Source: an optimization exercise on an open RTL-to-GDS flow (aim: small area, a short achievable clock period and few clock cycles). Production flows keep margins and buffers that such runs may drop.

// cfe_rx
module cfe_rx (
    input  wire       clk,
    input  wire       rst,
    input  wire       in_valid,
    input  wire [7:0] in_data,
    output wire       in_ready,
    output wire       out_valid,
    output wire [7:0] out_data,
    output wire       out_last,
    input  wire       clr_ovf,
    output reg        ovf,
    output wire       idle
);
    localparam [7:0] START = 8'h05;
    localparam [7:0] END   = 8'h04;
    localparam [1:0] S_EMPTY = 2'd0;   
    localparam [1:0] S_OPEN  = 2'd1;   
    localparam [1:0] S_END   = 2'd2;   
    localparam [1:0] E_SCAN  = 2'd0;   
    localparam [1:0] E_BODY  = 2'd1;   
    localparam [1:0] E_BCC   = 2'd2;   
    localparam integer FD = 24;        
    reg [7:0] r [0:127];
    reg [6:0] T;                       
    reg       oq;                      
    reg       lq;                      
    reg [6:0] dlt;                     
    reg [7:0] ib;                      
    reg       ib_proc;                 
    reg       ib_wr;                   
    reg [7:0] ib2;                     
    reg       ib2_wr;
    reg [7:0] nxt;                     
    reg [7:0] P;                       
    reg [7:0] R;                       
    reg [1:0] st;
    reg [7:0] A;                       
    reg [7:0] acc0;                    
    reg       v1, v2;                  
    reg [7:0] p1, p2;
    reg [7:0] a1, a2;
    reg       unt;                     
    reg [7:0] u;
    reg [FD-1:0] fq;                   
    reg [4:0]    fcnt;
    reg [7:0] O;                       
    reg [1:0] es;
    reg       ov, ol;
    reg       ir;                      
    reg       idl;
    assign in_ready  = ir;
    assign idle      = idl;
    assign out_valid = ov;
    assign out_last  = ol;
    assign out_data  = r[127];
    wire take = in_valid && ir;
    integer k;
    always @(posedge clk) begin
        r[0] <= ib2_wr ? ib2 : r[127];
        for (k = 1; k < 128; k = k + 1)
            r[k] <= r[k-1];
    end
    wire [7:0] x      = ib;
    wire       x_st   = x == START;
  ...
Size: ~2,300 cells after synthesis, about 1,200 flip-flops, about 25 I/O pins, roughly 31,000 um2 of cells after synthesis.
clock: 9.0 ns
lec_check: 0
cap_margin: 20
core_margin: 2
core_utilization: 40
setup_slack_margin: 5
slew_margin: 20
run.sh (not shown) runs the stock make flow with config.mk's settings and CLKGATE_MAP_FILE= SYNTH_SCRIPT=/design/flow/synth_recipe.tcl, a recipe that flattens the netlist after the stock synthesis.
Then changed:
--- a/flow/design.v
+++ b/flow/design.v
@@ -13,27 +13,24 @@
 );
     localparam [7:0] START = 8'h05;
     localparam [7:0] END   = 8'h04;
     localparam [1:0] S_EMPTY = 2'd0;   
     localparam [1:0] S_OPEN  = 2'd1;   
     localparam [1:0] S_END   = 2'd2;   
     localparam [1:0] E_SCAN  = 2'd0;   
     localparam [1:0] E_BODY  = 2'd1;   
     localparam [1:0] E_BCC   = 2'd2;   
     localparam integer FD = 24;        
     reg [7:0] r [0:127];
     reg [6:0] T;                       
-    reg       oq;                      
-    reg       lq;                      
-    reg [6:0] dlt;                     
     reg [7:0] ib;                      
     reg       ib_proc;                 
     reg       ib_wr;                   
     reg [7:0] ib2;                     
     reg       ib2_wr;
     reg [7:0] nxt;                     
     reg [7:0] P;                       
     reg [7:0] R;                       
     reg [1:0] st;
     reg [7:0] A;                       
     reg [7:0] acc0;                    
     reg       v1, v2;                  
@@ -142,25 +139,25 @@
                     end
                 end
             endcase
             if (rep) begin
                 n_st = S_EMPTY; n_v1 = 1'b0; n_v2 = 1'b0; n_unt = 1'b0;
                 n_P = (st == S_OPEN) ? l_u : u;
             end
         end
     end
     wire [7:0] rep_u = (st == S_OPEN) ? l_u : u;
     wire [7:0] F     = (st != S_EMPTY) ? A : P;     
     wire [7:0] y     = r[126];                        
-    wire       em_go = oq && (O != F);
+    wire       em_go = (T + 7'd1 == O[6:0]) && (O != F);
     reg        pop;
     reg        n_ov, n_ol;
     reg [1:0]  n_es;
     always @* begin
         pop = 1'b0; n_ov = 1'b0; n_ol = 1'b0; n_es = es;
         if (em_go) begin
             case (es)
                 E_SCAN: begin
                     if (y == START) begin
                         pop = 1'b1;
                         if (fq[0]) begin
                             n_ov = 1'b1; n_es = E_BODY;
@@ -204,54 +201,48 @@
             3'b000: fc_n = fcnt;
             3'b001: fc_n = fcnt + 5'd1;
             3'b010: fc_n = fcnt + 5'd2;
             3'b011: fc_n = fcnt + 5'd3;
             3'b100: fc_n = fcnt - 5'd1;
             3'b101: fc_n = fcnt;
             3'b110: fc_n = fcnt + 5'd1;
             default: fc_n = fcnt + 5'd2;
         endcase
     end
     wire       rep_go = ib_proc && rep;
     wire       r_eq   = R == nxt;
-    wire       ld_nom = !r_eq && lq && (fcnt <= FD - 6);
+    wire       ld_nom = !r_eq && (T + 7'd2 == R[6:0]) && (fcnt <= FD - 6);
     wire [7:0] nxt1   = nxt + 8'd1;
     wire [7:0] R_t    = r_eq ? nxt1 : R;
     wire [7:0] R_nt   = ld_nom ? R + 8'd1 : R;
     wire [7:0] n_R    = rep_go ? rep_u : (take ? R_t : R_nt);
-    wire       al2    = dlt == 7'd2;
-    wire       al3    = dlt == 7'd3;
-    wire [6:0] T3     = T + 7'd3;
-    wire       n_lq   = rep_go ? T3 == rep_u[6:0] :
-                        (ld_nom && !take) || T3 == R[6:0];
+    wire       al2    = nxt[6:0] == T + 7'd2;
+    wire       al3    = nxt[6:0] == T + 7'd3;
     wire       ir_ok  = !might_rep && (fcnt <= FD - 9);
     wire       ir_t   = al2 && r_eq && ir_ok;
     wire       ir_nt  = al3 && (r_eq || (ld_nom && R + 8'd1 == nxt)) && ir_ok;
     wire       pr_t   = !rep_go && r_eq;
     wire       pr_nt  = ld_nom && !rep_go;
     always @(posedge clk) begin
         if (rst) begin
-            T <= 7'd0; oq <= 1'b0; lq <= 1'b0; dlt <= 7'd2;
+            T <= 7'd0;
             nxt <= 8'd2; P <= 8'd2; R <= 8'd2; O <= 8'd2; A <= 8'd2;
             st <= S_EMPTY; v1 <= 1'b0; v2 <= 1'b0; unt <= 1'b0;
             fq <= {FD{1'b0}}; fcnt <= 5'd0;
             es <= E_SCAN; ov <= 1'b0; ol <= 1'b0;
             ir <= 1'b1; idl <= 1'b1;
             ib_proc <= 1'b0; ib_wr <= 1'b0; ib2_wr <= 1'b0;
             ovf <= 1'b0;
         end else begin
             T <= T + 7'd1;
-            oq <= em_go || (T + 7'd2 == O[6:0]);
-            lq <= n_lq;
-            dlt <= take ? dlt : dlt - 7'd1;
             st <= n_st; A <= n_A; acc0 <= n_acc0;
             v1 <= n_v1; v2 <= n_v2; p1 <= n_p1; p2 <= n_p2;
             a1 <= n_a1; a2 <= n_a2; unt <= n_unt; u <= n_u;
             P <= n_P;
             R <= n_R;
             fq <= fq_n; fcnt <= fc_n;
             es <= n_es; ov <= n_ov; ol <= n_ol;
             O <= em_go ? O + 8'd1 : O;
             if (clr_ovf) ovf <= 1'b0;
             if (ib_proc && set_ovf) ovf <= 1'b1;
             ib2 <= ib; ib2_wr <= ib_wr;
             ib      <= take ? in_data : r[125];
Outcome:
- The changed run finished with timing, DRC and antenna clean
- worst setup slack loses 210 ps
- global-route usage is higher by 1.1 points
- sequential share of layout area is higher by 0.15 points
- sequential cell count is lower by 9
- hold slack gains 24 ps
No run of this note included a check of the RTL's function; only the layout flow was run.

## port drivers added, routing unchanged
In the flow no input, the clock included, has a driving cell. The finished layouts below were timed again as built, in two steps.
Step 1 assumes that a clkbuf_16 drives the clock port and a buf_2 every other input.
Step 2 also shifts input and output timing later by t, the mid clock arrival at the registers, as if the neighbouring blocks saw the same clock.
a / b / c = ideal ports / drivers / drivers and shift; a / b = the first two.
| run | shift t [ns] | setup WS [ns] | worst setup path at the end | slew at the worst register clock pin (ns) | worst data-port slew with drivers (ns) |
|---|---|---|---|---|---|
| the first run | 0.705 | 5.188 / 5.188 / 4.764 | input to register | 0.07 / 0.07 | 0.13 |
| the second run | 0.701 | 4.977 / 4.977 / 4.499 | input to register | 0.07 / 0.07 | 0.05 |
After both steps every run listed still meets setup and hold. The setup slack of the second run, which loses most, moves by 0.000 ns with the drivers and by -0.478 ns with both steps.
